This is an optimization exercise on Yosys and OpenROAD, whose aim is small area, not a production implementation.
RTL that was checked went through simulation tests only; none was proved equivalent to the original.
No functional check of the RTL was part of run 9.
The clock port is modelled as an ideal driver; clocking choices that lean on that would not hold on a real chip.
No activity file was given, so power comes from the tool's default toggle rates.

$ cat flow/design.v
module irdata_core (
    input  wire        clk,
    input  wire        rst,           
    input  wire        cmd_valid,
    input  wire [79:0] cmd_word,
    output reg         busy,
    input  wire [7:0]  cap_len,
    output wire [7:0]  cap_addr,
    input  wire [15:0] cap_data,
    output wire        em_valid,
    output wire        em_mark,       
    output reg  [15:0] em_dur,        
    input  wire        em_ready,
    output reg  [2:0]  res_status,
    output reg         res_kind,
    output wire [2:0]  res_ctype,
    output reg  [6:0]  res_bits,
    output reg  [63:0] res_value,
    output wire [7:0]  res_proto
);
    reg        mode;          
    reg        hdr;           
    reg [7:0]  pos;
    reg        mflag;         
    reg [63:0] tx;            
    wire m9000 = (cap_data >= 16'd6750) && (cap_data <= 16'd11250);
    wire m4500 = (cap_data >= 16'd3375) && (cap_data <= 16'd5625);
    wire m560  = (cap_data >= 16'd420)  && (cap_data <= 16'd700);
    wire m1690 = (cap_data >= 16'd1268) && (cap_data <= 16'd2112);
    function automatic lt8;
        input [7:0] a;
        input [7:0] b;
        integer i;
        reg r;
        begin
            r = 1'b0;
            for (i = 0; i < 8; i = i + 1)
                r = (!a[i] && b[i]) || (!(a[i] && !b[i]) && r);
            lt8 = r;
        end
    endfunction
    assign cap_addr  = pos;
    assign res_ctype = res_kind ? res_value[2:0] : 3'd0;
    wire   st_ok     = (res_status == 3'd1);
    assign res_proto = {1'b0, st_ok, 2'b00, st_ok, 2'b00, st_ok};
    wire   s_end    = &pos[7:1];
    wire   s_nop    = !hdr && !pos[7] && !pos[6];
    wire [5:0]  tx_j  = ~pos[6:1];                  
    wire [63:0] tx_r  = {tx[62:0], tx[63]};         
    wire   tx_bit   = tx_r[tx_j];
    assign em_valid = busy && !mode && !s_nop;
    assign em_mark  = !pos[0];
    always @(*) begin
        if (hdr)
            em_dur = pos[0] ? 16'd4500 : 16'd9000;
        else
            em_dur = !pos[0] ? 16'd560 :
                     s_end   ? 16'd0   :
                     tx_bit  ? 16'd1690 : 16'd560;
    end
    wire hs = em_valid && em_ready;
    wire [1:0] cmd_op    = cmd_word[1:0];
    wire [2:0] cmd_ctype = cmd_word[4:2];
    wire [7:0] cmd_count = cmd_word[15:8];
    wire ctype_ok  = (cmd_ctype >= 3'd1) && (cmd_ctype <= 3'd4);
    wire cmd_ok    = cmd_op[1] || (cmd_op[0] && ctype_ok);
    wire op_dec    = cmd_op[1] && cmd_op[0];
    wire count_big = cmd_count[7] || (cmd_count[6] && (cmd_count[5:0] != 6'd0));
    wire start_dec = cmd_valid && op_dec;       
    wire [6:0] snd_n = cmd_op[1] ? cmd_count[6:0] : 7'd8;
    wire [7:0] pos_ld = (op_dec || (cmd_op[1] && count_big)) ? 8'd0 : {~snd_n, 1'b0};
    wire d_hdr    = (pos[7:2] == 6'd0);
    wire d_hspace = d_hdr && pos[1] && pos[0];              
    wire d_first  = (pos[7:3] == 5'd0) && pos[2] && !pos[1] && pos[0];   
    wire in_range = lt8({pos[7:1], 1'b0}, cap_len);
    wire d_bit    = mflag && m1690;
    wire d_mark   = !d_hdr && !pos[0];
    wire d_space  = !d_hdr && pos[0];
    wire d_stop   = d_mark && (res_kind ? (pos[4] && pos[2])
                                        : ((pos[7] && pos[2]) || !in_range));
    wire short_c  = cap_len < 8'd6;
    wire hdr_bad  = !(mflag && m4500);
    wire [7:0] cb = res_value[7:0];
    wire pfx_bad  = cb[7:3] != 5'b10100;
    wire typ_bad  = !((cb[2:0] >= 3'd1) && (cb[2:0] <= 3'd4));
    wire d_fail   = (d_hspace && (short_c || hdr_bad)) ||
                    (d_stop && res_kind && (pfx_bad || typ_bad));
    wire [2:0] fail_code = d_hspace ? (short_c ? 3'd2 : 3'd3)
                                    : (pfx_bad ? 3'd4 : 3'd5);
    wire dec      = busy && mode;
    wire v_clr   = rst || (!busy && start_dec) || (dec && d_fail);
    wire v_sh    = !rst && dec && d_space;
    wire v_hold  = !v_clr && !v_sh;
    wire [63:0] v_next = ({64{v_sh}} & {res_value[62:0], d_bit}) |
                         ({64{v_hold}} & res_value);
    always @(posedge clk) res_value <= v_next;
    wire b_inc  = !rst && dec && d_space;
    wire b_hold = !rst && !(dec && (d_space || d_fail)) && !(!busy && start_dec);
    wire [6:0] b_next = ({7{b_inc}} & (res_bits + 7'd1)) | ({7{b_hold}} & res_bits);
    always @(posedge clk) res_bits <= b_next;
    wire [63:0] tx_in = {cmd_word[79:24],
                         cmd_op[1] ? cmd_word[23:16] : {5'b10100, cmd_ctype}};
    wire t_ld   = !busy && cmd_valid;
    wire [63:0] t_next = ({64{t_ld}} & tx_in) | ({64{busy}} & tx);
    always @(posedge clk) tx <= t_next;
    wire pos_step = mode || hs;
    wire [7:0] pos_inc = {pos[7:1] + {6'd0, pos[0] && !hdr}, !pos[0]};
    always @(posedge clk) begin
        mflag <= d_hdr ? m9000 : (m560 && in_range);
        if (!busy) begin
            mode <= op_dec;
            hdr  <= !op_dec && !(cmd_op[1] && count_big);
            pos  <= pos_ld;
        end else if (pos_step) begin
            pos  <= pos_inc;
            if (pos[0]) hdr <= 1'b0;
        end
        if (rst) begin
            busy       <= 1'b0;
            res_status <= 3'd0;
            res_kind   <= 1'b0;
        end else if (!busy) begin
            if (cmd_valid && cmd_ok) busy <= 1'b1;
        end else if (mode) begin
            if (d_fail) begin
                busy       <= 1'b0;
                res_status <= fail_code;
                res_kind   <= 1'b0;
            end else if (d_stop) begin
                busy       <= 1'b0;
                res_status <= 3'd1;
            end else if (d_first) begin
                res_kind   <= d_bit;
            end
        end else begin
            if (s_nop || (hs && !hdr && s_end && pos[0])) busy <= 1'b0;
        end
    end
endmodule
$ cat flow/flow/run.sh
#!/bin/bash
# Layout with ORFS through the standard.sh: the standard synthesis, then
# the standard steps with
#  - buf_1 port buffers,
#  - combinational cells sized down to their smallest drive before the
#    post-placement repair (flow/downsize.tcl),
#  - a clock tree of a clkbuf_8 root and clkbuf_4 leaves without dummy loads,
#    where a leaf whose flip-flops would see a slow clock slew is upsized to
#    clkbuf_8 (flow/clkfix.tcl),
#  - the buffers that placement and CTS repair inserted sized down as far as
#    slew and capacitance limits allow (flow/bufdown.tcl).
# Each make step writes its own log under orfs/logs/; the make output goes to
# synth.log and layout.log here.
set -euo pipefail
here=$PWD
export PRE_RESIZE_TCL=$here/flow/downsize.tcl
export POST_CTS_TCL=$here/flow/postcts.tcl
export CLKFIX_LIMIT_PS=118
bash standard.sh synth > synth.log 2>&1
bash standard.sh \
  "BUFFER_PORTS_ARGS=-buffer_cell sky130_fd_sc_hd__buf_1" \
  "CTS_ARGS=-sink_clustering_enable -repair_clock_nets -dont_use_dummy_load -root_buf sky130_fd_sc_hd__clkbuf_8 -buf_list sky130_fd_sc_hd__clkbuf_4" \
  "PRE_RESIZE_TCL=$here/flow/downsize.tcl" \
  "POST_CTS_TCL=$here/flow/postcts.tcl" \
  finish > layout.log 2>&1
$ cat flow/flow/bufdown.tcl
set_max_transition 1.2 [current_design]
estimate_parasitics -placement
set base_slew [sta::max_slew_violation_count]
set base_cap [sta::max_capacitance_violation_count]
set saved 0.0
foreach inst [[ord::get_db_block] getInsts] {
  set m [[$inst getMaster] getName]
  if {![regexp {^sky130_fd_sc_hd__buf_([0-9]+)$} $m -> drive]} { continue }
  if {$drive == 1} { continue }
  set cell [get_cells [$inst getName]]
  set orig_area [get_property [get_lib_cells $m] area]
  foreach d {2 4 6 8 12} {
    if {$d >= $drive} { break }
    replace_cell $cell sky130_fd_sc_hd__buf_$d
    estimate_parasitics -placement
    if {[sta::max_slew_violation_count] <= $base_slew && [sta::max_capacitance_violation_count] <= $base_cap} {
      set saved [expr {$saved + $orig_area - [get_property [get_lib_cells sky130_fd_sc_hd__buf_$d] area]}]
      puts "bufdown: [$inst getName] $m -> buf_$d"
      set m ""
      break
    }
  }
  if {$m ne ""} { replace_cell $cell $m }
}
set_max_transition 1.5 [current_design]
estimate_parasitics -placement
puts "bufdown: saved [format %.1f $saved] um2"
detailed_placement
estimate_parasitics -placement
$ cat flow/flow/clkfix.tcl
estimate_parasitics -placement
set n_up 0
foreach inst [[ord::get_db_block] getInsts] {
  set m [[$inst getMaster] getName]
  if {$m ne "sky130_fd_sc_hd__clkbuf_4"} { continue }
  set worst 0.0
  set out [get_pins [$inst getName]/X]
  set net [get_nets -of_objects $out]
  foreach p [get_pins -of_objects $net -filter "direction==input"] {
    set s [get_property $p slew_max]
    if {$s > $worst} { set worst $s }
  }
  puts "clkfix: [$inst getName] worst sink slew [format %.1f [expr {$worst*1e3}]] ps"
  if {$worst > $::env(CLKFIX_LIMIT_PS)*1e-3} {
    replace_cell [get_cells [$inst getName]] sky130_fd_sc_hd__clkbuf_8
    incr n_up
  }
}
puts "clkfix: upsized $n_up clock buffers"
if {$n_up > 0} {
  detailed_placement
  estimate_parasitics -placement
}
$ cat flow/flow/downsize.tcl
# Size every combinational cell down to the smallest cell of its family
# (same function and pins, e.g. nor2b_4 -> nor2b_1); repair_design, which
# runs next, fixes any slew or capacitance this breaks.
set n_swapped 0
set saved 0.0
foreach inst [[ord::get_db_block] getInsts] {
  set name [[$inst getMaster] getName]
  if {![regexp {^(sky130_fd_sc_hd__[a-z0-9]+)_([0-9]+)$} $name -> fam drive]} { continue }
  if {[regexp {df|dl|clkbuf|clkinv|conb|tap|fill|decap|diode|buf} $fam]} { continue }
  set cur [get_lib_cells $name]
  if {$cur eq ""} { continue }
  set cur_area [get_property $cur area]
  set best ""
  set best_area $cur_area
  foreach c [get_lib_cells ${fam}_*] {
    set cn [get_name $c]
    if {![regexp "^${fam}_\[0-9\]+\$" $cn]} { continue }
    set a [get_property $c area]
    if {$a < $best_area} { set best_area $a; set best $cn }
  }
  if {$best ne ""} {
    replace_cell [get_cells [$inst getName]] $best
    set saved [expr {$saved + $cur_area - $best_area}]
    incr n_swapped
  }
}
puts "downsize: swapped $n_swapped cells, [format %.1f $saved] um2"
$ cat flow/flow/postcts.tcl
# After CTS: upsize slow clock leaves, then size repair buffers down.
set here [file dirname [info script]]
source $here/clkfix.tcl
source $here/bufdown.tcl
$ cat flow/standard.sh
#!/bin/bash
# synth_recipe.tcl (not shown) runs the flow's synth.tcl, then flattens the netlist and writes it again
# the make line also repeats each setting of config.mk as NAME=value (left out here)
make -C /OpenROAD-flow-scripts/flow DESIGN_CONFIG=/design/flow/config.mk WORK_HOME=/design/flow/orfs CLKGATE_MAP_FILE= SYNTH_SCRIPT=/design/flow/synth_recipe.tcl "${@:-finish}"
$ cat flow/config.mk
export PLATFORM = sky130hd
export DESIGN_NAME = irdata_core
export DESIGN_NICKNAME = irdata_core
export VERILOG_FILES = /design/flow/design.v
export SDC_FILE = /design/flow/constraint.sdc
export NUM_CORES = 4
export LEC_CHECK = 0
export CAP_MARGIN = 20
export CORE_MARGIN = 2
export CORE_UTILIZATION = 55
export SLEW_MARGIN = 20
$ cat flow/constraint.sdc
create_clock -name core_clock -period 10.0 [get_ports {clk}]
set_input_delay 2.0000 -clock core_clock [delete_from_list [all_inputs] [get_ports {clk}]]
set_output_delay 2.0000 -clock core_clock [all_outputs]
set_load 0.01 [all_outputs]
==> flow_summary.toml, run 1 <==
[run_status]
outcome = "no timing/DRC/antenna violations"

[place]
port_buffers = 207
placed_area_um2 = 7250
place_hpwl_mm = 11.5
post-place-ws_ns = 5.15
gp_congestion = 0.896

[sta]
fmax_ghz = 0.183
slew_headroom_pct = 28.9
fin_skew_ns = 0.0345
worst_pin_slew_ns = 1.07
fin_crit_sh_pct = 54.8
setup_tns_ns = 0
rsz0062_at_grt = "false"
finalWorstSetupSlack_ns = 4.52
period_minus_slack_ns = 5.48
setup_violations = 0
maxSlewViolCount = 0
whs_ns = 0.459
hold_viol = 0

[drt]
viasPerCell = 6.02
ant_nets = 0
wl_mm = 16.0
first_iter_violations = 455
first_pass_iters = 5
via_count = 5659
drc = 0
wl_per_cell_um = 17.1

[global_routing]
met3_usage_pct = 6.37
grt_usage_pct = 25.2
use_met2_pct = 41.7
grt_antenna_before_repair = 0
grt_overflow_total = 0
grt_max_degree = 83
grt_pass1_vias = 5282
use_met1_pct = 32.4
grt_pass1_wl_mm = 26.1
busiest_layer = "met2"

[final_layout]
finalNetCount = 910
areaGrowthSynthToFinish_pct = 12.0
fillers = 1027
layout_common_cells = "buf_1 (207), dfxtp_1 (140), a22o_1 (127)"
antenna_cells = 0
drive_gt1_share_pct = 6.27
final_area_um2 = 7360
final_common_cell = "buf_1"

[worst_setup_path]
arrival_ns = 3.48
path_max_fanout = 19
startpoint_type = "flip-flop"
r2r_slack_ns = 6.14
path_class = "flip-flop to output pin"
slowest_delay_ns = 0.57
critPathSlowestCell = "mux4_2"
required_ns = 8.00
end_kind = "output pin"
critPathBufInv = 3
crit_top_cell = "buf_2"
path_cells = "buf_2 -> mux4_2 -> and2_1 -> o41ai_1 -> a21o_1 -> nor4_1 -> buf_2 -> or2_2 -> buf_1"
crit_family = "buffers and inverters"

[yosys]
syn-instance-count = 622
netlist_area_um2 = 6570
ys_seq_area_share_pct = 47.5
synth_ff_type = "dfxtp_1"
synth-async-reset-ratio_pct = 0
synth_warnings = 1
synth_edf_count = 10
yosysUniqueCellTypes = 67
avgSynthCellArea_um2 = 10.6
ys_seq_elements = 151

[die]
initial_core_util_pct = 56.8
die_area_um2 = 12800
rows = 39
die_x_um = 113
coreArea_um2 = 11600
pin_count = 221
dieHeight_um = 113

[clocking]
cts.clk_slew.worst_paths_ns = 0.08
cts_tree = "yes"
clk_latency_ns = 0.43
cts.sinks = 151

[power_and_ir_drop]
power_leakage_nw = 2.76
powerDensity_nw_per_um2 = 162
ir_drop_uv = 96.7

[worst_hold_path]
min_path_type = "flip-flop to flip-flop"

[flow_run]
max-cap-violations = 0
## layer usage
| metal | vias up | wire length (um) |
|---|---|---|
| li1 | 2719 | - |
| met1 | 2699 | 7000 |
| met2 | 218 | 7820 |
| met3 | 23 | 980 |
| met4 | 0 | 235 |
| met5 | - | 0 |
## worst register-to-register path, cell delays in order (launching register included)
cell	delay (ns)
edfxtp_1	0.59
or4_1	0.59
nor3_1	0.61
nor2_1	0.11
a211oi_1	0.40
and2_2	0.70
buf_2	0.56
a22o_1	0.23
## power by group
group          total, mW  internal, mW  switching, mW  leakage, nW
Combinational      0.237         0.107          0.131         1.41
Clock              0.268        0.0918          0.176       0.0860
Sequential         0.690         0.649         0.0404         1.26
Total               1.19         0.848          0.347         2.76
## registers in the layout, summed over array words and instances, names as in the netlist
signal / cells
res_status: 3
pos: 8
res_kind: 1
mflag: 1
mode: 1
hdr: 1
busy: 1
res_value: 64
tx: 64
res_bits: 7
## area by class of cell
type / count / area [um^2] / area share (%)
Sequential cell: 151 / 3120 / 42.4
Multi-Input combinational cell: 399 / 3040 / 41.3
Timing Repair Buffer: 214 / 817 / 11.1
Inverter: 16 / 60.1 / 0.815
Clock buffer: 17 / 146 / 1.99
Tap cell: 143 / 179 / 2.43
## metrics by stage
| step | cells | utilization [%] | power [mW] |
|---|---|---|---|
| 6_report | 940 | 63.7 | 1.19 |
| 5_1_grt | 940 | 63.7 | 1.26 |
| 3_5_place_dp | 923 | 62.7 | 0.944 |
| 3_3_place_gp | 922 | 62.8 | 0.939 |
| 2_1_floorplan | 631 | - | 0.877 |
## logic make-up (layout without fill, tap and decap cells)
| group | Yosys count | after routing | synth area share, % |
|---|---|---|---|
| buffers and inverters | 81 | 247 | 6.43 |
| other | 1 | 10 | 0.0570 |
| DFF | 151 | 151 | 47.5 |
| xor gates and xnor gates | 5 | 5 | 0.666 |
| adders and majority gates | 6 | 6 | 1.03 |
| muxes | 22 | 22 | 6.30 |
| AOI/OAI and AO/OA | 223 | 223 | 27.1 |
| and+or+nand+nor | 133 | 133 | 10.9 |
## cell usage after synthesis (4+ instances only)
cell	n	area, um^2
a2111oi_0	5	43.8
a211o_1	5	43.8
a21oi_1	21	105
a22o_1	127	1110
a31oi_1	5	31.3
and2_1	7	43.8
buf_2	5	25.0
buf_4	18	135
buf_6	6	67.6
clkbuf_1	33	124
dfxtp_1	141	2820
edfxtp_1	10	300
inv_1	16	60.1
mux2_2	5	56.3
mux4_2	15	338
nand2_1	30	113
nand2b_1	10	62.6
nand3_1	19	95.1
nand4_1	4	25.0
nor2_1	15	56.3
nor2b_1	10	62.6
nor3_1	12	60.1
o21ai_0	19	95.1
o31ai_1	4	30.0
o41ai_1	5	43.8
or3_1	4	25.0
xnor2_1	4	35.0
## final timing paths
kind               start            end  cells past startpoint
setup / recovery  pos[1]      em_dur[3]                      9
hold / removal     tx[5]          tx[5]                      2
setup reg to reg  pos[5]  res_value[34]                      7
hold reg to reg    tx[5]          tx[5]                      2
==> run 2: changes to the inputs <==
--- a/flow/flow/bufdown.tcl
+++ b/flow/flow/bufdown.tcl
@@ -1,2 +1,2 @@
-set_max_transition 1.2 [current_design]
+set_max_transition 1.0 [current_design]
 estimate_parasitics -placement
--- a/flow/config.mk
+++ b/flow/config.mk
@@ -9,3 +9,3 @@
 export CORE_MARGIN = 2
-export CORE_UTILIZATION = 55
+export CORE_UTILIZATION = 40
 export SLEW_MARGIN = 20
==> run 2 against run 1 <==
Still clean. Via count hardly changed. Synthesized cell count stayed put. Non-clock buffer count stayed put. Worst setup slack better by 0.19 ns. Highest routed layer unchanged.
==> flow_summary.toml, run 2 <==
[global_routing]
grt_max_degree = 84
grt_pass1_vias = 5348
grt_antenna_before_repair = 0
grt_usage_pct = 19.9
grt_overflow_total = 0
grt_pass1_wl_mm = 28.1

[sta]
setup_violations = 0
fin_crit_sh_pct = 52.8
setup_tns_ns = 0
fmax_ghz = 0.189
hold_viol = 0
fin_skew_ns = 0.0310
period_minus_slack_ns = 5.28
rsz0062_at_grt = "false"
whs_ns = 0.470
slew_headroom_pct = 44.1
maxSlewViolCount = 0
worst_pin_slew_ns = 0.839

[final_layout]
antenna_cells = 0
layout_common_cells = "buf_1 (207), dfxtp_1 (140), a22o_1 (127)"
drive_gt1_share_pct = 6.27
finalNetCount = 910
utilization_pct = 46.7
reg_top3 = "res_value x64, tx x64, pos x8"
areaGrowthSynthToFinish_pct = 13.6
final_common_cell = "buf_1"

[drt]
drc = 0
wl_mm = 17.5
via_count = 5660
viasPerCell = 5.59
first_iter_violations = 311
first_pass_iters = 5
wl_per_cell_um = 17.2
ant_nets = 0

[yosys]
yosys.area.top_type = "dfxtp_1"
synth_edf_count = 10
syn-instance-count = 622
ys_seq_area_share_pct = 47.5
yosysUniqueCellTypes = 67
synth-async-reset-ratio_pct = 0
yosysMostFrequentCell = "dfxtp_1"
synthTopCellsByCount = "dfxtp_1 (141), a22o_1 (127), clkbuf_1 (33)"
netlist_area_um2 = 6570
synth_warnings = 1
synth_ff_type = "dfxtp_1"
ys_seq_elements = 151
synth_top_area_share_pct = 42.9
synthTopCellsByArea = "dfxtp_1 (43%), a22o_1 (17%), mux4_2 (5.1%)"
avgSynthCellArea_um2 = 10.6

[worst_hold_path]
hold_end = "tx[4]"
min_path_type = "flip-flop to flip-flop"
hold_path_depth = 2
min_from = "tx[4]"

[power_and_ir_drop]
powerDensity_nw_per_um2 = 162
power_leakage_nw = 2.76
p_seq_share_pct = 56.7
p_sw_uw = 354
clock_power_share_pct = 22.9
switching_share_pct = 29.4
ir_drop_uv = 78.2
p_comb_share_pct = 20.4
p_int_uw = 852
power_mw = 1.21

[die]
coreArea_um2 = 16000
die_x_um = 132
initial_core_util_pct = 41.1
die_area_um2 = 17500
pin_count = 221
dieHeight_um = 132
rows = 46

[run_status]
outcome = "no timing/DRC/antenna violations"

[place]
port_buffers = 207
place_hpwl_mm = 12.5
gp_congestion = 0.924

[worst_setup_path]
arrival_ns = 3.28
r2r_slack_ns = 6.15
path_max_fanout = 23
startpoint_type = "flip-flop"
path_class = "flip-flop to output pin"
end_kind = "output pin"
required_ns = 8.00
worst_r2r_path_depth = 7
r2r-end = "res_value[25]"
timing.rr.start = "pos[5]"

[clocking]
cts.clk_slew.worst_paths_ns = 0.10
clk_latency_ns = 0.42
cts_tree = "yes"
cts.sinks = 151

[flow_run]
max-cap-violations = 0
run 2: how the worst max path moves through the flow:
stage	start	to	slack, ns	cells after the start
floorplan	pos[2]	em_dur[3]	5.56	8
global placement	pos[1]	em_dur[5]	5.35	8
detailed placement	pos[1]	em_dur[3]	5.36	8
global route	pos[1]	em_dur[5]	4.42	8
finish	pos[1]	em_dur[3]	4.72	8
run 2: area by class of cell:
type                    count  area (um^2)
inverters                  16         60.1
flip-flops and latches    151         3120
repair buffers            214          820
well taps                 216          270
multi-input cells         399         3040
fillers                  1588         8540
clock buffers              17          153
run 2: stage by stage:
step                worst slack, ns  area (um^2)  std cells
floorplan                      5.56         6610        631
finish                         4.72         7460       1013
global placement               5.35         7350        995
global route                   4.42         7460       1013
detailed placement             5.36         7340        996
run 2: critical path: stages, from the launching register on:
cell and delay [ns]:
edfxtp_1 0.35, buf_2 0.60, mux4_2 0.58, and2_1 0.16, o41ai_1 0.43, a21o_1 0.19, nor4_1 0.09, or2_2 0.31
buf_1 0.13
run 2: cells by family (layout without fill, tap and decap cells):
family	count (synthesis)	count (layout)	synth area share (%)
flip-flops	151	151	47.5
AND/OR/NAND/NOR	133	133	10.9
adder cells (fa/ha/maj)	6	6	1.03
other	1	10	0.0570
multiplexers	22	22	6.30
buffers and inverters	81	247	6.43
AO/OA/AOI/OAI	223	223	27.1
XOR/XNOR	5	5	0.666
run 2: per-layer routing:
| layer | global-route usage [%] | routed length (um) | vias up |
|---|---|---|---|
| li1 | - | - | 2721 |
| met1 | 26.3 | 7900 | 2696 |
| met2 | 31.3 | 8100 | 224 |
| met3 | 5.96 | 1270 | 19 |
| met4 | 6.09 | 201 | 0 |
| met5 | 0 | 0 | - |
run 2: power by group through the flow:
stage                     registers [mW]  logic, mW  clock network, mW
after floorplan                    0.684      0.193                  0
after global placement             0.696      0.249                  0
after detailed placement           0.697      0.252                  0
after global routing               0.690      0.272              0.315
final                              0.684      0.246              0.276
==> run 3: changes to the inputs <==
--- a/flow/config.mk
+++ b/flow/config.mk
@@ -9,3 +9,3 @@
 export CORE_MARGIN = 2
-export CORE_UTILIZATION = 40
+export CORE_UTILIZATION = 65
 export SLEW_MARGIN = 20
==> run 3 against run 2 <==
Register-to-register slack gained 0.15 ns. Global-route usage grew 8.3 points. Hold slack lost 0.0057 ns. Flip-flop and latch count is the same.
==> flow_summary.toml, run 3 <==
[run_status]
outcome = "no timing/DRC/antenna violations"

[sta]
whs_ns = 0.464
period_minus_slack_ns = 5.27
setup_violations = 0
rsz0062_at_grt = "false"
setup_tns_ns = 0
fin_skew_ns = 0.0262
slew_headroom_pct = 40.3
maxSlewViolCount = 0
fmax_ghz = 0.190
fin_crit_sh_pct = 52.7
worst_pin_slew_ns = 0.894
hold_viol = 0

[worst_hold_path]
min_path_type = "flip-flop to flip-flop"

[yosys]
yosys.area.top_type = "dfxtp_1"
netlist_area_um2 = 6570
synth_top_area_share_pct = 42.9
synth_edf_count = 10
synthTopCellsByCount = "dfxtp_1 (141), a22o_1 (127), clkbuf_1 (33)"
yosysMostFrequentCell = "dfxtp_1"
synth-async-reset-ratio_pct = 0
syn-instance-count = 622
synth_ff_type = "dfxtp_1"
ys_seq_area_share_pct = 47.5
synthTopCellsByArea = "dfxtp_1 (43%), a22o_1 (17%), mux4_2 (5.1%)"
ys_seq_elements = 151
yosysUniqueCellTypes = 67
synth_warnings = 1
avgSynthCellArea_um2 = 10.6

[drt]
first_iter_violations = 355
first_pass_iters = 7
viasPerCell = 6.12
via_count = 5686
wl_mm = 15.6
drc = 0
ant_nets = 0
wl_per_cell_um = 16.8

[clocking]
clk_latency_ns = 0.42
cts.clk_slew.worst_paths_ns = 0.08
cts_tree = "yes"
cts.sinks = 151

[global_routing]
grt_max_degree = 84
grt_antenna_before_repair = 0
grt_pass1_wl_mm = 25.1
grt_usage_pct = 28.2
grt_pass1_vias = 5256
grt_overflow_total = 0

[place]
port_buffers = 207
placed_area_um2 = 7220
gp_congestion = 0.867
place_hpwl_mm = 11.1
post-place-cells = 912

[worst_setup_path]
end_kind = "output pin"
startpoint_type = "flip-flop"
path_max_fanout = 18
critPathSlowestCell = "buf_2"
path_cells = "buf_2 -> mux4_2 -> and2_1 -> o41ai_1 -> a21o_1 -> nor4_1 -> or2_2 -> buf_1"
arrival_ns = 3.27
required_ns = 8.00
path_class = "flip-flop to output pin"
slowest_delay_ns = 0.56

[final_layout]
final_area_um2 = 7360
antenna_cells = 0
fin_cells = 929
areaGrowthSynthToFinish_pct = 12.0
layout_common_cells = "buf_1 (207), dfxtp_1 (140), a22o_1 (127)"
reg_top3 = "res_value x64, tx x64, pos x8"
drive_gt1_share_pct = 6.16
final_common_cell = "buf_1"
utilization_pct = 75.3
finalNetCount = 909

[die]
die_x_um = 105
coreArea_um2 = 9770
pin_count = 221
dieHeight_um = 105
rows = 36
die_area_um2 = 10900
initial_core_util_pct = 67.3

[power_and_ir_drop]
ir_drop_uv = 102
power_leakage_nw = 2.76
powerDensity_nw_per_um2 = 164

[flow_run]
max-cap-violations = 0
run 3: cell families (layout without fill, tap and decap cells):
group	Yosys count	after routing	synth area share, %
mux	22	22	6.30
xor+xnor	5	5	0.666
buf+inv	81	246	6.43
other cells	1	10	0.0570
fa+ha+maj	6	6	1.03
flops	151	151	47.5
simple gates	133	133	10.9
compound gates	223	223	27.1
run 3: path summary, 6_finish.rpt:
path / startpoint / endpoint / slack, ns / depth (start not counted)
max: pos[1] / em_dur[3] / 4.73 / 8
min: tx[5] / tx[5] / 0.46 / 2
max reg2reg: pos[5] / res_value[21] / 6.30 / 7
min reg2reg: tx[5] / tx[5] / 0.46 / 2
run 3: power by group:
group          leakage, nW  total (mW)  internal [mW]  switching, mW
Clock               0.0912       0.280          0.101          0.180
Combinational         1.41       0.235          0.106          0.128
Sequential            1.26       0.689          0.649         0.0397
run 3: stage by stage:
step                setup slack [ns]  total power, mW
floorplan                       5.56            0.877
global placement                5.35            0.932
detailed placement              5.33            0.938
global route                    4.48             1.26
finish                          4.73             1.20
run 3: area by class of cell:
class	instances	area, um^2
sequential	151	3120
multi-input combinational	399	3040
fill	750	2410
timing repair buffer	213	815
tap	133	166
clock buffer	17	159
inverter	16	60.1
run 3: routing by layer:
layer / part of all wire [%] / global-route usage (%)
met1: 43 / 35.8
met2: 49 / 47.1
met3: 6.9 / 6.61
met4: 1.2 / 9.94
met5: 0 / 0
run 3: critical path: cells and delay by family, from the launching register on:
family	cells	cell delay, ns
and+or+nand+nor	3	0.57
buffers and inverters	2	0.69
muxes	1	0.56
AOI/OAI and AO/OA	2	0.53
DFF	1	0.51
==> run 4: changes to the inputs <==
--- a/flow/config.mk
+++ b/flow/config.mk
@@ -9,3 +9,3 @@
 export CORE_MARGIN = 2
-export CORE_UTILIZATION = 65
+export CORE_UTILIZATION = 75
 export SLEW_MARGIN = 20
==> run 4 against run 3 <==
Still clean on timing, DRC and antenna. Hold slack better by 0.017 ns. Power decreased by 0.74%. Global-route usage increased by 4.4 points. Final cell count fell by 2.7%. Non-clock buffer count did not move. Die area fell by 13%. First-iteration DRC count grew 5.1%. Clock power is 4% lower. Wire length increased by 1.2%. Clock-buffer cell count unchanged. Maximum frequency fell by 2.0%. Critical path type unchanged. Largest cell class unchanged. Highest routed layer unchanged.
==> flow_summary.toml, run 4 <==
[sta]
fmax_ghz = 0.186
setup_violations = 0
slew_headroom_pct = 43.4
fin_skew_ns = 0.0308
whs_ns = 0.482
worst_pin_slew_ns = 0.849
period_minus_slack_ns = 5.37
hold_viol = 0
fin_crit_sh_pct = 53.7
finalWorstSetupSlack_ns = 4.63
rsz0062_at_grt = "false"
setup_tns_ns = 0
maxSlewViolCount = 0

[drt]
drc = 0
first_pass_iters = 6
wl_mm = 15.8
first_iter_violations = 373
via_count = 5819
ant_nets = 0
viasPerCell = 6.44
wl_per_cell_um = 17.5

[clocking]
cts.sinks = 151
cts_tree = "yes"
cts.clk_slew.worst_paths_ns = 0.09
clk_latency_ns = 0.42

[yosys]
synthTopCellsByArea = "dfxtp_1 (43%), a22o_1 (17%), mux4_2 (5.1%)"
yosys.area.top_type = "dfxtp_1"
yosysMostFrequentCell = "dfxtp_1"
avgSynthCellArea_um2 = 10.6
ys_seq_elements = 151
synth_ff_type = "dfxtp_1"
synth-async-reset-ratio_pct = 0
yosysUniqueCellTypes = 67
syn-instance-count = 622
netlist_area_um2 = 6570
synth_warnings = 1
synthTopCellsByCount = "dfxtp_1 (141), a22o_1 (127), clkbuf_1 (33)"
synth_edf_count = 10
synth_top_area_share_pct = 42.9
ys_seq_area_share_pct = 47.5

[worst_hold_path]
min_from = "tx[7]"
hold_path_depth = 2
min_path_type = "flip-flop to flip-flop"
hold_end = "tx[7]"

[die]
pin_count = 221
die_x_um = 97.6
rows = 34
die_area_um2 = 9530
initial_core_util_pct = 76.5
dieHeight_um = 97.6
coreArea_um2 = 8590

[final_layout]
antenna_cells = 0
final_area_um2 = 7320
final_common_cell = "buf_1"
utilization_pct = 85.2
areaGrowthSynthToFinish_pct = 11.3
fin_cells = 904
fillers = 503
drive_gt1_share_pct = 6.16
reg_top3 = "res_value x64, tx x64, pos x8"
layout_common_cells = "buf_1 (207), dfxtp_1 (140), a22o_1 (127)"
finalNetCount = 909

[global_routing]
grt_overflow_total = 0
grt_usage_pct = 32.5
grt_antenna_before_repair = 0
grt_pass1_vias = 5257
grt_pass1_wl_mm = 25.2
grt_max_degree = 84

[worst_setup_path]
worst_r2r_path_depth = 7
arrival_ns = 3.37
path_max_fanout = 18
timing.rr.start = "pos[5]"
crit_family = "compound AO/OA/AOI/OAI gates"
slowest_delay_ns = 0.58
end_kind = "output pin"
critPathSlowestCell = "mux4_2"
required_ns = 8.00
path_cells = "buf_2 -> mux4_2 -> and2_1 -> o41ai_1 -> a21o_1 -> nor3_1 -> o31ai_1 -> buf_1"
r2r-end = "res_value[6]"
startpoint_type = "flip-flop"
path_class = "flip-flop to output pin"
critPathBufInv = 2
r2r_slack_ns = 6.21

[place]
place_hpwl_mm = 11.2
post-place-cells = 887
post-place-ws_ns = 5.30
gp_congestion = 0.974
port_buffers = 207
placed_area_um2 = 7200

[run_status]
outcome = "no timing/DRC/antenna violations"

[flow_run]
max-cap-violations = 0

[power_and_ir_drop]
power_mw = 1.19
power_leakage_nw = 2.76
powerDensity_nw_per_um2 = 163
ir_drop_uv = 111
[run 4: cell counts after synthesis]
No cell type changed its count.
[run 4: layout make-up]
| type | count | area, um^2 | share of cell area [%] |
|---|---|---|---|
| timing repair buffer | 213 | 815 | 11.1 |
| sequential | 151 | 3120 | 42.7 |
| tap | 108 | 135 | 1.85 |
| clock buffer | 17 | 146 | 2.00 |
| multi-input combinational | 399 | 3040 | 41.5 |
| inverter | 16 | 60.1 | 0.821 |
[run 4: cells by family (layout without fill, tap and decap cells)]
group                      count (synthesis)  count (layout)  share of synthesized area (%)
AOI/OAI and AO/OA                        223             223                           27.1
buffers and inverters                     81             246                           6.43
and+or+nand+nor                          133             133                           10.9
muxes                                     22              22                           6.30
other                                      1              10                         0.0570
adders and majority gates                  6               6                           1.03
xor gates and xnor gates                   5               5                          0.666
DFF                                      151             151                           47.5
[run 4: per-layer routing]
| layer | GRT usage [%] | share of wire (%) |
|---|---|---|
| met1 | 42.2 | 40 |
| met2 | 54.4 | 50 |
| met5 | 0 | 0 |
| met3 | 6.83 | 8.1 |
| met4 | 11.3 | 1.7 |
[run 4: worst max path at each step]
stage          startpoint        end  depth (start not counted)
6_report           pos[1]  em_dur[5]                          8
3_5_place_dp       pos[1]  em_dur[5]                          8
2_1_floorplan      pos[2]  em_dur[3]                          8
3_3_place_gp       pos[1]  em_dur[5]                          8
5_1_grt            pos[1]  em_dur[5]                          8
[run 4: worst register-to-register path, cell delays in order, from the launching register on]
cell      delay [ns]
edfxtp_1        0.59
or4_1           0.60
nor3_1          0.65
nor2_1          0.11
a211oi_1        0.34
and2_2          0.63
buf_2           0.58
a22o_1          0.24
[run 4: power breakdown]
group	switching [mW]	internal, mW	total, mW
logic	0.129	0.106	0.235
clock network	0.176	0.0921	0.268
registers	0.0425	0.649	0.692
==> run 5: changes to the inputs <==
--- a/flow/design.v
+++ b/flow/design.v
@@ -21,5 +21,6 @@
     reg        mode;          
-    reg        hdr;           
+    reg        flag;
+    wire       hdr   = flag;
+    wire       mflag = flag;
     reg [7:0]  pos;
-    reg        mflag;         
     reg [63:0] tx;            
@@ -105,13 +106,14 @@
     always @(posedge clk) tx <= t_next;
-    wire pos_step = mode || hs;
-    wire [7:0] pos_inc = {pos[7:1] + {6'd0, pos[0] && !hdr}, !pos[0]};
+    wire [7:0] pos_inc = {pos[7:1] + {6'd0, pos[0] && (mode || !hdr)}, !pos[0]};
     always @(posedge clk) begin
-        mflag <= d_hdr ? m9000 : (m560 && in_range);
         if (!busy) begin
             mode <= op_dec;
-            hdr  <= !op_dec && !(cmd_op[1] && count_big);
+            flag <= !op_dec && !(cmd_op[1] && count_big);
             pos  <= pos_ld;
-        end else if (pos_step) begin
+        end else if (mode) begin
             pos  <= pos_inc;
-            if (pos[0]) hdr <= 1'b0;
+            flag <= d_hdr ? m9000 : (m560 && in_range);
+        end else if (hs) begin
+            pos  <= pos_inc;
+            if (pos[0]) flag <= 1'b0;
         end
--- a/flow/config.mk
+++ b/flow/config.mk
@@ -9,3 +9,3 @@
 export CORE_MARGIN = 2
-export CORE_UTILIZATION = 75
+export CORE_UTILIZATION = 55
 export SLEW_MARGIN = 20
==> run 5 against run 4 <==
Register-to-register slack improved by 0.24 ns. Final area is 0.67% lower. Combinational power fell by 8%. Synthesized area decreased by 1.4%. Final cell count is 3.3% higher. Non-clock buffer count decreased by 1. Core utilization shrank 22 points. Maximum frequency grew 2.4%. Critical endpoint is now em_dur[7]. Largest power group unchanged.
==> flow_summary.toml, run 5 <==
[power_and_ir_drop]
clock_power_share_pct = 23.3
p_sw_uw = 339
power_mw = 1.17
power_leakage_nw = 2.76
p_int_uw = 831
switching_share_pct = 29.0
p_seq_share_pct = 58.3
p_comb_share_pct = 18.5
powerDensity_nw_per_um2 = 161
ir_drop_uv = 112

[clocking]
cts.clk_slew.worst_paths_ns = 0.09
clk_latency_ns = 0.43
cts_tree = "yes"
cts.sinks = 150

[worst_setup_path]
end_kind = "output pin"
startpoint_type = "flip-flop"
path_max_fanout = 30
worst_r2r_path_depth = 6
arrival_ns = 3.25
required_ns = 8.00
path_class = "flip-flop to output pin"

[drt]
via_count = 5565
drc = 0
first_iter_violations = 471
ant_nets = 0
first_pass_iters = 5
viasPerCell = 5.96
wl_mm = 15.9
wl_per_cell_um = 17.0

[final_layout]
drive_gt1_share_pct = 4.42
reg_top3 = "res_value x64, tx x64, pos x8"
areaGrowthSynthToFinish_pct = 12.2
layout_common_cells = "buf_1 (207), dfxtp_1 (139), a22o_1 (128)"
finalNetCount = 904
fin_cells = 934
antenna_cells = 0
final_common_cell = "buf_1"
utilization_pct = 63.4

[yosys]
synth_ff_type = "dfxtp_1"
synthTopCellsByCount = "dfxtp_1 (140), a22o_1 (128), clkbuf_1 (31)"
syn-instance-count = 614
synthTopCellsByArea = "dfxtp_1 (43%), a22o_1 (17%), edfxtp_1 (4.6%)"
netlist_area_um2 = 6480
synth-async-reset-ratio_pct = 0
synth_warnings = 1
yosys.area.top_type = "dfxtp_1"
ys_seq_elements = 150
synth_edf_count = 10
yosysMostFrequentCell = "dfxtp_1"
yosysUniqueCellTypes = 62
synth_top_area_share_pct = 43.3
ys_seq_area_share_pct = 47.9
avgSynthCellArea_um2 = 10.6

[sta]
period_minus_slack_ns = 5.25
setup_tns_ns = 0
maxSlewViolCount = 0
worst_pin_slew_ns = 0.995
fmax_ghz = 0.191
setup_violations = 0
fin_crit_sh_pct = 52.5
finalWorstSetupSlack_ns = 4.75
hold_viol = 0
fin_skew_ns = 0.0384
rsz0062_at_grt = "false"
slew_headroom_pct = 32.0

[die]
die_x_um = 113
coreArea_um2 = 11500
rows = 39
initial_core_util_pct = 56.5
pin_count = 221
die_area_um2 = 12700
dieHeight_um = 113

[worst_hold_path]
hold_path_depth = 2
min_path_type = "flip-flop to flip-flop"

[place]
gp_congestion = 0.853
post-place-cells = 917
port_buffers = 207
post-place-ws_ns = 5.46
place_hpwl_mm = 11.4

[global_routing]
grt_max_degree = 81
grt_usage_pct = 24.8
grt_pass1_vias = 5147
grt_overflow_total = 0
grt_pass1_wl_mm = 25.3
grt_antenna_before_repair = 0

[flow_run]
max-cap-violations = 0

[run_status]
outcome = "no timing/DRC/antenna violations"
==> run 5: changes by cell type after synthesis, sizes merged, moves of 7 or more <==
cell	previous run	this run
nor3	13	6
a22oi	2	9
mux2i	2	22
nand3	19	11
mux4	15	7
==> run 5: kinds of logic after synthesis <==
group | share of synthesized area (%)
other cells | 0.0579
flops | 47.9
buf+inv | 6.14
simple gates | 10.5
compound gates | 27.2
xor+xnor | 1.08
mux | 6.53
fa+ha+maj | 0.579
==> run 5: through the flow <==
step           cell area [um^2]  hold WS, ns
2_1_floorplan              6510        0.420
3_3_place_gp               7180        0.443
3_5_place_dp               7130        0.453
5_1_grt                    7270        0.494
6_report                   7270        0.467
==> run 5: layout make-up <==
cell class / count / area, um^2
sequential: 150 / 3100
multi-input combinational: 396 / 2960
inverter: 16 / 60.1
tap: 143 / 179
clock buffer: 17 / 153
timing repair buffer: 212 / 810
fill: 1031 / 4200
==> run 5: power groups by stage <==
stage,Clock [mW],Sequential [mW],Combinational (mW)
2_1_floorplan,0,0.675,0.173
3_3_place_gp,0,0.694,0.214
3_5_place_dp,0,0.694,0.217
5_1_grt,0.306,0.686,0.238
6_report,0.272,0.682,0.216
==> run 5: critical path, cell delays in order, from the launching register on <==
cell and delay, ns:
edfxtp_1 0.44, buf_2 0.73, mux4_2 0.61, mux2i_1 0.12, or3_1 0.15, a41oi_1 0.11
o21ai_0 0.39, a21oi_1 0.13, buf_1 0.14
==> run 5: routing by layer <==
| layer | up-vias | GRT usage, % | share of wire, % |
|---|---|---|---|
| met2 | 244 | 39.0 | 47 |
| met4 | 0 | 8.54 | 1.5 |
| li1 | 2672 | - | - |
| met1 | 2630 | 32.6 | 44 |
| met3 | 19 | 7.61 | 7.8 |
| met5 | - | 0 | 0 |
==> run 5: final timing paths <==
| check | startpoint | endpoint | slack (ns) |
|---|---|---|---|
| worst max-delay path | pos[1] | em_dur[7] | 4.75 |
| worst min-delay path | tx[5] | tx[5] | 0.47 |
| worst max register to register | pos[2] | res_value[33] | 6.45 |
| worst min register to register | tx[5] | tx[5] | 0.47 |
==> run 6: changes to the inputs <==
--- a/flow/config.mk
+++ b/flow/config.mk
@@ -9,3 +9,4 @@
 export CORE_MARGIN = 2
-export CORE_UTILIZATION = 55
+export CORE_UTILIZATION = 40
+export GPL_ROUTABILITY_DRIVEN = 0
 export SLEW_MARGIN = 20
==> run 6 against run 5 <==
Final area grew 1.1%. Largest power group unchanged. Flip-flop and latch count unchanged. Clock-buffer cell count stayed put. Critical path depth is the same. Sequential share of layout area decreased by 0.47 points. Critical path type unchanged. Synthesized area stayed put. Clock power decreased by 3%. Power hardly changed. Wire length increased by 12%. Maximum frequency fell by 3.6%.
==> flow_summary.toml, run 6 <==
[place]
port_buffers = 207
place_hpwl_mm = 12.7

[drt]
drc = 0
via_count = 5616
ant_nets = 0
wl_mm = 17.7
first_pass_iters = 7
wl_per_cell_um = 17.6
viasPerCell = 5.58
first_iter_violations = 465

[sta]
fin_skew_ns = 0.0273
period_minus_slack_ns = 5.44
hold_viol = 0
slew_headroom_pct = 40.1
setup_tns_ns = 0
rsz0062_at_grt = "false"
setup_violations = 0
fin_crit_sh_pct = 54.4
worst_pin_slew_ns = 0.899
fmax_ghz = 0.184
maxSlewViolCount = 0

[power_and_ir_drop]
power_leakage_nw = 2.76
ir_drop_uv = 107
powerDensity_nw_per_um2 = 159
power_mw = 1.17

[worst_setup_path]
required_ns = 8.00
path_max_fanout = 18
path_class = "flip-flop to output pin"
end_kind = "output pin"
arrival_ns = 3.44
startpoint_type = "flip-flop"

[yosys]
avgSynthCellArea_um2 = 10.6
ys_seq_area_share_pct = 47.9
synth_edf_count = 10
synth_top_area_share_pct = 43.3
synthTopCellsByCount = "dfxtp_1 (140), a22o_1 (128), clkbuf_1 (31)"
ys_seq_elements = 150
yosys.area.top_type = "dfxtp_1"
synth-async-reset-ratio_pct = 0
syn-instance-count = 614
synthTopCellsByArea = "dfxtp_1 (43%), a22o_1 (17%), edfxtp_1 (4.6%)"
synth_ff_type = "dfxtp_1"
synth_warnings = 1
yosysUniqueCellTypes = 62
netlist_area_um2 = 6480
yosysMostFrequentCell = "dfxtp_1"

[global_routing]
grt_pass1_wl_mm = 27.8
grt_antenna_before_repair = 0
grt_usage_pct = 19.9
grt_overflow_total = 0
grt_max_degree = 81
grt_pass1_vias = 5366

[die]
initial_core_util_pct = 40.8
die_area_um2 = 17200
rows = 46
coreArea_um2 = 15900
pin_count = 221
die_x_um = 131
dieHeight_um = 131

[final_layout]
fillers = 1590
reg_top3 = "res_value x64, tx x64, pos x8"
drive_gt1_share_pct = 4.42
finalNetCount = 904
areaGrowthSynthToFinish_pct = 13.4
antenna_cells = 0
layout_common_cells = "buf_1 (207), dfxtp_1 (139), a22o_1 (128)"
final_common_cell = "buf_1"

[clocking]
clk_latency_ns = 0.42
cts.sinks = 150
cts.clk_slew.worst_paths_ns = 0.10
cts_tree = "yes"

[flow_run]
max-cap-violations = 0

[worst_hold_path]
min_path_type = "flip-flop to flip-flop"

[run_status]
outcome = "no timing/DRC/antenna violations"
[run 6: per-layer routing]
layer | vias to the layer above | routed length, um | GRT usage, %
met5 | - | 0 | 0
met4 | 0 | 326 | 6.04
met3 | 21 | 1330 | 6.87
met2 | 222 | 8120 | 31.8
met1 | 2692 | 7950 | 25.5
li1 | 2681 | - | -
[run 6: logic make-up after synthesis]
family,share of synthesized area (%)
simple gates,10.5
compound gates,27.2
other cells,0.0579
fa+ha+maj,0.579
buf+inv,6.14
xor+xnor,1.08
mux,6.53
flops,47.9
[run 6: path summary, 6_finish.rpt]
| check | start | end | slack, ns | depth (start not counted) |
|---|---|---|---|---|
| hold / removal | tx[5] | tx[5] | 0.46 | 2 |
| setup / recovery | pos[1] | em_dur[10] | 4.56 | 8 |
| setup reg to reg | pos[2] | res_value[20] | 6.46 | 6 |
| hold reg to reg | tx[5] | tx[5] | 0.46 | 2 |
[run 6: power by group]
group | leakage, nW | switching (mW) | internal (mW) | total (mW)
Clock | 0.0834 | 0.177 | 0.0879 | 0.265
Sequential | 1.25 | 0.0461 | 0.641 | 0.687
Combinational | 1.42 | 0.125 | 0.0930 | 0.218
Total | 2.76 | 0.349 | 0.822 | 1.17
[run 6: metrics by stage]
step / instances / setup slack [ns] / instance area [um^2] / utilization [%] / hold slack, ns
6_report: 1007 / 4.56 / 7350 / 46.3 / 0.460
5_1_grt: 1007 / 4.19 / 7350 / 46.3 / 0.487
3_5_place_dp: 990 / 5.19 / 7230 / 45.5 / 0.444
3_3_place_gp: 989 / 5.17 / 7270 / 45.7 / 0.439
2_1_floorplan: 623 / 5.87 / 6510 / - / 0.420
[run 6: area by class of cell]
| cell class | instances | area [um^2] | share of cell area, % |
|---|---|---|---|
| flip-flops and latches | 150 | 3100 | 42.2 |
| multi-input cells | 396 | 2970 | 40.3 |
| repair buffers | 212 | 810 | 11.0 |
| inverters | 16 | 60.1 | 0.817 |
| clock buffers | 17 | 140 | 1.91 |
| well taps | 216 | 270 | 3.68 |
[run 6: worst max-delay path, stage by stage (launching register included)]
cell and delay [ns]:
edfxtp_1 0.92, buf_2 0.61, mux2i_1 0.22, a221oi_1 0.32, o21ai_0 0.18, a41oi_1 0.18, o21ai_0 0.14, nor2_1 0.26
buf_1 0.18
==> run 7: changes to the inputs <==
--- a/flow/config.mk
+++ b/flow/config.mk
@@ -10,3 +10,3 @@
 export CORE_UTILIZATION = 40
-export GPL_ROUTABILITY_DRIVEN = 0
+export PLACE_DENSITY = 0.8
 export SLEW_MARGIN = 20
==> run 7 against run 6 <==
Power is 0.60% higher. Flip-flop and latch count stayed put. Clock-buffer cell count stayed put. Wire length is 3.0% lower. Synthesized area stayed put. Highest routed layer unchanged.
==> flow_summary.toml, run 7 <==
[die]
dieHeight_um = 131
die_x_um = 131
initial_core_util_pct = 40.8
die_area_um2 = 17200
rows = 46
coreArea_um2 = 15900
pin_count = 221

[global_routing]
use_met1_pct = 25.6
grt_usage_pct = 19.5
met3_usage_pct = 6.13
grt_pass1_wl_mm = 27.2
grt_pass1_vias = 5228
grt_max_degree = 81
use_met2_pct = 30.6
busiest_layer = "met2"
grt_antenna_before_repair = 0
grt_overflow_total = 0

[final_layout]
layout_common_cells = "buf_1 (207), dfxtp_1 (139), a22o_1 (128)"
drive_gt1_share_pct = 4.42
final_area_um2 = 7370
utilization_pct = 46.4
fillers = 1522
areaGrowthSynthToFinish_pct = 13.7
antenna_cells = 0
fin_cells = 1008
final_common_cell = "buf_1"
reg_top3 = "res_value x64, tx x64, pos x8"
finalNetCount = 905

[power_and_ir_drop]
ir_drop_uv = 97.7
p_int_uw = 831
p_seq_share_pct = 57.4
power_leakage_nw = 2.77
p_comb_share_pct = 19.4
power_mw = 1.18
powerDensity_nw_per_um2 = 160
clock_power_share_pct = 23.2
switching_share_pct = 29.4
p_sw_uw = 347

[flow_run]
max-cap-violations = 0

[place]
placed_area_um2 = 7220
post-place-cells = 991
post-place-ws_ns = 5.54
gp_congestion = 0.852
place_hpwl_mm = 12.4
port_buffers = 207

[worst_hold_path]
min_path_type = "flip-flop to flip-flop"
min_from = "tx[6]"

[yosys]
yosysMostFrequentCell = "dfxtp_1"
synth-async-reset-ratio_pct = 0
netlist_area_um2 = 6480
synth_edf_count = 10
synth_top_area_share_pct = 43.3
synth_ff_type = "dfxtp_1"
synthTopCellsByArea = "dfxtp_1 (43%), a22o_1 (17%), edfxtp_1 (4.6%)"
ys_seq_elements = 150
yosysUniqueCellTypes = 62
avgSynthCellArea_um2 = 10.6
syn-instance-count = 614
synthTopCellsByCount = "dfxtp_1 (140), a22o_1 (128), clkbuf_1 (31)"
synth_warnings = 1
yosys.area.top_type = "dfxtp_1"
ys_seq_area_share_pct = 47.9

[sta]
rsz0062_at_grt = "false"
fin_skew_ns = 0.0365
slew_headroom_pct = 33.6
whs_ns = 0.478
fin_crit_sh_pct = 52.2
setup_tns_ns = 0
hold_viol = 0
period_minus_slack_ns = 5.22
finalWorstSetupSlack_ns = 4.78
worst_pin_slew_ns = 0.971
fmax_ghz = 0.192
maxSlewViolCount = 0
setup_violations = 0

[drt]
drc = 0
ant_nets = 0
first_iter_violations = 253
wl_per_cell_um = 17.1
viasPerCell = 5.52
first_pass_iters = 4
wl_mm = 17.2
via_count = 5566

[worst_setup_path]
end_kind = "output pin"
slowest_delay_ns = 0.74
timing.rr.start = "pos[2]"
startpoint = "pos[1]"
required_ns = 8.00
path_class = "flip-flop to output pin"
path_cells = "buf_2 -> mux4_2 -> mux2i_1 -> or3_1 -> a41oi_1 -> o21ai_0 -> a21oi_1 -> buf_1"
arrival_ns = 3.22
critPathSlowestCell = "buf_2"
path_max_fanout = 33
startpoint_type = "flip-flop"

[clocking]
cts.clk_slew.worst_paths_ns = 0.08
cts_tree = "yes"
cts.sinks = 150
clk_latency_ns = 0.43

[run_status]
outcome = "no timing/DRC/antenna violations"
## run 7: changes by cell type in the layout (fill, tap and decap cells not counted)
| cell | before | now |
|---|---|---|
| buf_4 | 3 | 4 |
| clkbuf_8 | 2 | 4 |
| a2111oi_0 | 3 | 4 |
| and2_2 | 1 | 0 |
| and2_0 | 0 | 1 |
| a2111oi_1 | 1 | 0 |
| clkbuf_4 | 15 | 13 |
## run 7: power by group through the flow
| stage | Combinational [mW] | Clock [mW] | Sequential [mW] |
|---|---|---|---|
| final | 0.228 | 0.273 | 0.677 |
| after global routing | 0.251 | 0.307 | 0.681 |
| after detailed placement | 0.228 | 0 | 0.689 |
| after global placement | 0.227 | 0 | 0.689 |
| after floorplan | 0.173 | 0 | 0.675 |
## run 7: metal layers
metal  up-vias  wire length [um]  part of all wire (%)
met1      2632              7910                    46
met4         0               282                   1.6
li1       2686                 -                     -
met3        25              1240                   7.2
met2       223              7770                    45
met5         -                 0                     0
## run 7: final timing paths
path | slack [ns] | endpoint | depth (start not counted)
worst min-delay path | 0.48 | tx[6] | 1
worst max register to register | 6.99 | res_value[41] | 7
worst min register to register | 0.48 | tx[6] | 1
worst max-delay path | 4.78 | em_dur[7] | 8
## run 7: critical path: cells and delay by family (launching register included)
family          cells  cell delay, ns
buf+inv             2            0.93
simple gates        1            0.35
mux                 2            0.52
compound gates      3            0.65
flops               1            0.32
## run 7: cell type report
type	instances	area, um^2	share of cell area (%)
Clock buffer	17	153	2.07
Inverter	16	60.1	0.815
Multi-Input combinational cell	396	2960	40.2
Sequential cell	150	3100	42.1
Tap cell	216	270	3.67
Timing Repair Buffer	213	817	11.1
## run 7: kinds of logic after synthesis
kind of cell | synth area share [%]
compound gates | 27.2
flops | 47.9
simple gates | 10.5
buf+inv | 6.14
mux | 6.53
xor+xnor | 1.08
fa+ha+maj | 0.579
other cells | 0.0579
==> run 8: changes to the inputs <==
--- a/flow/config.mk
+++ b/flow/config.mk
@@ -10,3 +10,2 @@
 export CORE_UTILIZATION = 40
-export PLACE_DENSITY = 0.8
 export SLEW_MARGIN = 20
==> run 8 against run 7 <==
Flip-flop and latch count did not move. Via count rose by 0.90%. Final cell count about the same. Non-clock buffer count is 1 lower. Global-route usage rose by 0.42 points. Still clean. Largest cell class unchanged. Clock skew shrank 0.0092 ns. Critical path type unchanged.
==> flow_summary.toml, run 8 <==
[global_routing]
grt_pass1_vias = 5366
grt_max_degree = 81
met3_usage_pct = 6.87
grt_antenna_before_repair = 0
grt_usage_pct = 19.9
grt_pass1_wl_mm = 27.8
grt_overflow_total = 0
use_met2_pct = 31.8
busiest_layer = "met2"
use_met1_pct = 25.5

[die]
dieHeight_um = 131
die_area_um2 = 17200
rows = 46
die_x_um = 131
pin_count = 221
coreArea_um2 = 15900
initial_core_util_pct = 40.8

[final_layout]
layout_common_cells = "buf_1 (207), dfxtp_1 (139), a22o_1 (128)"
utilization_pct = 46.3
finalNetCount = 904
drive_gt1_share_pct = 4.42
fillers = 1590
final_common_cell = "buf_1"
antenna_cells = 0
areaGrowthSynthToFinish_pct = 13.4
reg_top3 = "res_value x64, tx x64, pos x8"

[worst_setup_path]
crit_top_cell = "o21ai_0"
r2r-end = "res_value[20]"
path_max_fanout = 18
path_class = "flip-flop to output pin"
worst_r2r_path_depth = 6
critPathBufInv = 2
startpoint_type = "flip-flop"
required_ns = 8.00
crit_family = "flip-flops"
critPathSlowestCell = "edfxtp_1"
slowest_delay_ns = 0.92
r2r_slack_ns = 6.46
arrival_ns = 3.44
timing.rr.start = "pos[2]"
path_cells = "buf_2 -> mux2i_1 -> a221oi_1 -> o21ai_0 -> a41oi_1 -> o21ai_0 -> nor2_1 -> buf_1"
end_kind = "output pin"

[sta]
worst_pin_slew_ns = 0.899
whs_ns = 0.460
fin_crit_sh_pct = 54.4
fmax_ghz = 0.184
rsz0062_at_grt = "false"
setup_tns_ns = 0
maxSlewViolCount = 0
fin_skew_ns = 0.0273
slew_headroom_pct = 40.1
setup_violations = 0
period_minus_slack_ns = 5.44
hold_viol = 0

[power_and_ir_drop]
ir_drop_uv = 107
powerDensity_nw_per_um2 = 159
p_seq_share_pct = 58.7
power_mw = 1.17
p_comb_share_pct = 18.6
switching_share_pct = 29.8
p_sw_uw = 349
clock_power_share_pct = 22.7
p_int_uw = 822
power_leakage_nw = 2.76

[drt]
wl_mm = 17.7
first_iter_violations = 465
via_count = 5616
first_pass_iters = 7
drc = 0
ant_nets = 0
viasPerCell = 5.58
wl_per_cell_um = 17.6

[yosys]
synth-async-reset-ratio_pct = 0
avgSynthCellArea_um2 = 10.6
syn-instance-count = 614
synth_edf_count = 10
yosys.area.top_type = "dfxtp_1"
ys_seq_area_share_pct = 47.9
ys_seq_elements = 150
synthTopCellsByCount = "dfxtp_1 (140), a22o_1 (128), clkbuf_1 (31)"
synth_top_area_share_pct = 43.3
synth_ff_type = "dfxtp_1"
synthTopCellsByArea = "dfxtp_1 (43%), a22o_1 (17%), edfxtp_1 (4.6%)"
yosysMostFrequentCell = "dfxtp_1"
yosysUniqueCellTypes = 62
synth_warnings = 1
netlist_area_um2 = 6480

[flow_run]
max-cap-violations = 0

[run_status]
outcome = "no timing/DRC/antenna violations"

[worst_hold_path]
min_path_type = "flip-flop to flip-flop"
hold_path_depth = 2
min_from = "tx[5]"
hold_end = "tx[5]"

[place]
gp_congestion = 0.879
place_hpwl_mm = 12.7
port_buffers = 207

[clocking]
clk_latency_ns = 0.42
cts.sinks = 150
cts.clk_slew.worst_paths_ns = 0.10
cts_tree = "yes"
[run 8: worst min-delay path, stage by stage (launching register included)]
cell and delay, ns:
dfxtp_1 0.33, nand2_1 0.04, o21ai_0 0.06
[run 8: power groups by stage]
stage	logic, mW	clock network [mW]	registers, mW
floorplan	0.173	0	0.675
global placement	0.216	0	0.701
detailed placement	0.218	0	0.700
global route	0.239	0.300	0.693
finish	0.218	0.265	0.687
[run 8: worst max-delay path by stage]
stage	from	endpoint	slack [ns]	cells after the start
5_1_grt	pos[1]	em_dur[10]	4.19	8
6_report	pos[1]	em_dur[10]	4.56	8
3_3_place_gp	pos[1]	em_dur[3]	5.17	8
3_5_place_dp	pos[1]	em_dur[3]	5.19	8
2_1_floorplan	pos[1]	em_dur[10]	5.87	9
[run 8: area by class of cell]
type / count / area [um^2] / share of cell area (%)
flip-flops and latches: 150 / 3100 / 42.2
multi-input cells: 396 / 2970 / 40.3
repair buffers: 212 / 810 / 11.0
well taps: 216 / 270 / 3.68
clock buffers: 17 / 140 / 1.91
inverters: 16 / 60.1 / 0.817
[run 8: metrics by stage]
| stage | setup WS [ns] | instances | cell area (um^2) |
|---|---|---|---|
| floorplan | 5.87 | 623 | 6510 |
| finish | 4.56 | 1007 | 7350 |
| detailed placement | 5.19 | 990 | 7230 |
| global route | 4.19 | 1007 | 7350 |
| global placement | 5.17 | 989 | 7270 |
[run 8: logic make-up (layout without fill, tap and decap cells)]
kind of cell | Yosys count | after routing | share of synthesized area (%)
buf+inv | 77 | 245 | 6.14
compound gates | 217 | 217 | 27.2
flops | 150 | 150 | 47.9
fa+ha+maj | 3 | 3 | 0.579
other cells | 1 | 10 | 0.0579
xor+xnor | 8 | 8 | 1.08
mux | 33 | 33 | 6.53
simple gates | 125 | 125 | 10.5
[run 8: metal layers]
layer	wire length, um	up-vias
li1	-	2681
met4	326	0
met3	1330	21
met1	7950	2692
met5	0	-
met2	8120	222
==> run 9: changes to the inputs <==
--- a/flow/design.v
+++ b/flow/design.v
@@ -13,4 +13,4 @@
     input  wire        em_ready,
-    output reg  [2:0]  res_status,
-    output reg         res_kind,
+    output wire [2:0]  res_status,
+    output wire        res_kind,
     output wire [2:0]  res_ctype,
@@ -26,2 +26,3 @@
     reg [63:0] tx;            
+    reg [2:0]  st;
     wire m9000 = (cap_data >= 16'd6750) && (cap_data <= 16'd11250);
@@ -43,4 +44,6 @@
     assign cap_addr  = pos;
-    assign res_ctype = res_kind ? res_value[2:0] : 3'd0;
-    wire   st_ok     = (res_status == 3'd1);
+    assign res_kind   = (st == 3'd6);
+    assign res_status = res_kind ? 3'd1 : st;
+    assign res_ctype  = res_kind ? res_value[2:0] : 3'd0;
+    wire   st_ok      = (res_status == 3'd1);
     assign res_proto = {1'b0, st_ok, 2'b00, st_ok, 2'b00, st_ok};
@@ -120,5 +123,4 @@
         if (rst) begin
-            busy       <= 1'b0;
-            res_status <= 3'd0;
-            res_kind   <= 1'b0;
+            busy <= 1'b0;
+            st   <= 3'd0;
         end else if (!busy) begin
@@ -127,10 +129,8 @@
             if (d_fail) begin
-                busy       <= 1'b0;
-                res_status <= fail_code;
-                res_kind   <= 1'b0;
+                busy <= 1'b0;
+                st   <= fail_code;
             end else if (d_stop) begin
-                busy       <= 1'b0;
-                res_status <= 3'd1;
+                busy <= 1'b0;
             end else if (d_first) begin
-                res_kind   <= d_bit;
+                st   <= d_bit ? 3'd6 : 3'd1;
             end
==> run 9 against run 8 <==
Sequential share of layout area is 0.50 points lower. Register-to-register slack better by 0.21 ns. Wire length grew 0.13%. First-iteration DRC count fell by 16%. Worst setup slack got worse by 0.30 ns. Hold slack better by 0.024 ns. Non-clock buffer count stayed put. Synthesized area increased by 0.64%. Sequential power about the same. Synthesized cell count grew 3.6%. Largest power group unchanged.
==> flow_summary.toml, run 9 <==
[power_and_ir_drop]
powerDensity_nw_per_um2 = 164
ir_drop_uv = 88.8
power_leakage_nw = 2.78

[final_layout]
reg_top3 = "res_value x64, tx x64, pos x8"
final_common_cell = "buf_1"
drive_gt1_share_pct = 4.55
layout_common_cells = "buf_1 (207), dfxtp_1 (138), a22o_1 (126)"
areaGrowthSynthToFinish_pct = 13.3
finalNetCount = 926
fin_cells = 1030

[sta]
setup_tns_ns = 0
fmax_ghz = 0.174
slew_headroom_pct = 46.5
setup_violations = 0
fin_crit_sh_pct = 57.4
period_minus_slack_ns = 5.74
rsz0062_at_grt = "false"
hold_viol = 0
maxSlewViolCount = 0
fin_skew_ns = 0.0281
worst_pin_slew_ns = 0.803

[drt]
viasPerCell = 5.56
wl_mm = 17.7
drc = 0
wl_per_cell_um = 17.2
first_pass_iters = 5
first_iter_violations = 390
via_count = 5728
ant_nets = 0

[yosys]
avgSynthCellArea_um2 = 10.3
synthTopCellsByCount = "dfxtp_1 (139), a22o_1 (126), nand2_1 (40)"
synth_edf_count = 10
ys_seq_area_share_pct = 47.3
syn-instance-count = 636
synth-async-reset-ratio_pct = 0
synthTopCellsByArea = "dfxtp_1 (43%), a22o_1 (17%), edfxtp_1 (4.6%)"
synth_ff_type = "dfxtp_1"
synth_top_area_share_pct = 42.7
yosysUniqueCellTypes = 71
ys_seq_elements = 149
netlist_area_um2 = 6520
yosysMostFrequentCell = "dfxtp_1"
synth_warnings = 1
yosys.area.top_type = "dfxtp_1"

[worst_setup_path]
path_class = "flip-flop to output pin"
startpoint_type = "flip-flop"
critPathSlowestCell = "edfxtp_1"
timing.rr.start = "pos[2]"
worst_r2r_path_depth = 7
startpoint = "pos[1]"
slowest_delay_ns = 0.78
endpoint = "em_dur[5]"
path_cells = "buf_2 -> mux4_2 -> mux2i_1 -> o22ai_1 -> o31ai_1 -> o21ai_0 -> a21boi_0 -> buf_1"
r2r_slack_ns = 6.67
required_ns = 8.00
r2r-end = "res_value[26]"
path_max_fanout = 21
arrival_ns = 3.74
end_kind = "output pin"

[global_routing]
grt_pass1_wl_mm = 28.1
grt_max_degree = 81
grt_antenna_before_repair = 1
grt_overflow_total = 0
grt_pass1_vias = 5368
grt_usage_pct = 20.1

[flow_run]
max-cap-violations = 0

[clocking]
clk_latency_ns = 0.42
cts.sinks = 149
cts.clk_slew.worst_paths_ns = 0.10
cts_tree = "yes"

[die]
coreArea_um2 = 15900
rows = 46
pin_count = 221
die_x_um = 132
dieHeight_um = 132
die_area_um2 = 17300
initial_core_util_pct = 41.0

[worst_hold_path]
min_path_type = "flip-flop to flip-flop"
min_from = "tx[6]"

[place]
port_buffers = 207
post-place-cells = 1012
place_hpwl_mm = 12.8
gp_congestion = 0.950

[run_status]
outcome = "no timing/DRC/antenna violations"
-- run 9: kinds of logic after synthesis --
kind of cell | synth area share (%)
AND/OR/NAND/NOR | 10.8
adder cells (fa/ha/maj) | 0.729
AO/OA/AOI/OAI | 27.6
other | 0.0575
buffers and inverters | 6.66
XOR/XNOR | 0.806
multiplexers | 6.06
flip-flops | 47.3
-- run 9: where the power goes --
group | internal (mW) | switching (mW) | total [mW]
logic | 0.102 | 0.144 | 0.246
clock network | 0.0962 | 0.181 | 0.277
registers | 0.643 | 0.0464 | 0.689
-- run 9: routing by layer --
| layer | up-vias | routed length [um] | track usage (%) |
|---|---|---|---|
| li1 | 2744 | - | - |
| met1 | 2785 | 7920 | 26.1 |
| met2 | 169 | 8450 | 32.3 |
| met3 | 30 | 972 | 4.90 |
| met4 | 0 | 404 | 7.49 |
| met5 | - | 0 | 0 |
-- run 9: cell type report --
| type | instances | area, um^2 |
|---|---|---|
| timing repair buffer | 212 | 812 |
| tap | 216 | 270 |
| clock buffer | 17 | 153 |
| fill | 1624 | 8500 |
| antenna | 1 | 2.50 |
| inverter | 16 | 60.1 |
| sequential | 149 | 3080 |
| multi-input combinational | 419 | 3010 |
-- run 9: per-stage QoR --
stage | hold WS, ns | utilization [%] | setup slack (ns) | power [mW] | cell area (um^2)
2_1_floorplan | 0.420 | - | 5.85 | 0.874 | 6550
3_3_place_gp | 0.434 | 45.8 | 4.83 | 0.943 | 7280
3_5_place_dp | 0.454 | 45.6 | 4.84 | 0.947 | 7240
5_1_grt | 0.500 | 46.5 | 3.90 | 1.28 | 7390
6_report | 0.484 | 46.5 | 4.26 | 1.21 | 7390
-- run 9: worst min-delay path by stage --
stage          endpoint  slack [ns]  depth (start not counted)
2_1_floorplan     tx[7]        0.42                          2
3_3_place_gp      tx[7]        0.43                          2
3_5_place_dp      tx[4]        0.45                          2
5_1_grt          tx[18]        0.50                          1
6_report          tx[6]        0.48                          2
-- run 9: critical path: cells and delay by family, from the launching register on --
kind	cells	cell delay, ns
muxes	2	0.81
AOI/OAI and AO/OA	4	0.91
DFF	1	0.78
buffers and inverters	2	0.84

-- separate check: timing with driven ports --
In the flow no input, the clock included, has a driving cell. The finished layouts below were timed again as built, in two steps.
Step 1, drivers: a clkbuf_16 drives clk and a buf_2 each remaining input, both assumed.
Step 2 also shifts input and output timing later by t, the mid clock arrival at the registers, as if the neighbouring blocks saw the same clock.
a / b / c = ideal ports / drivers / drivers and shift; a / b = the first two.
| run | shift t [ns] | setup slack, ns | worst setup path at the end |
|---|---|---|---|
| run 1 | 0.455 | 4.524 / 4.487 / 4.942 | register to output |
| run 2 | 0.446 | 4.718 / 4.682 / 5.075 | input to register |
| run 3 | 0.436 | 4.735 / 4.701 / 5.097 | input to register |
| run 4 | 0.436 | 4.627 / 4.593 / 5.030 | register to output |
| run 5 | 0.447 | 4.755 / 4.719 / 5.077 | input to register |
| run 6 | 0.432 | 4.558 / 4.524 / 4.956 | register to output |
| run 7 | 0.444 | 4.781 / 4.746 / 5.190 | register to output |
| run 8 | 0.432 | 4.558 / 4.524 / 4.956 | register to output |
| run 9 | 0.441 | 4.258 / 4.223 / 4.664 | register to output |
After both steps setup and hold are still met in every run listed.
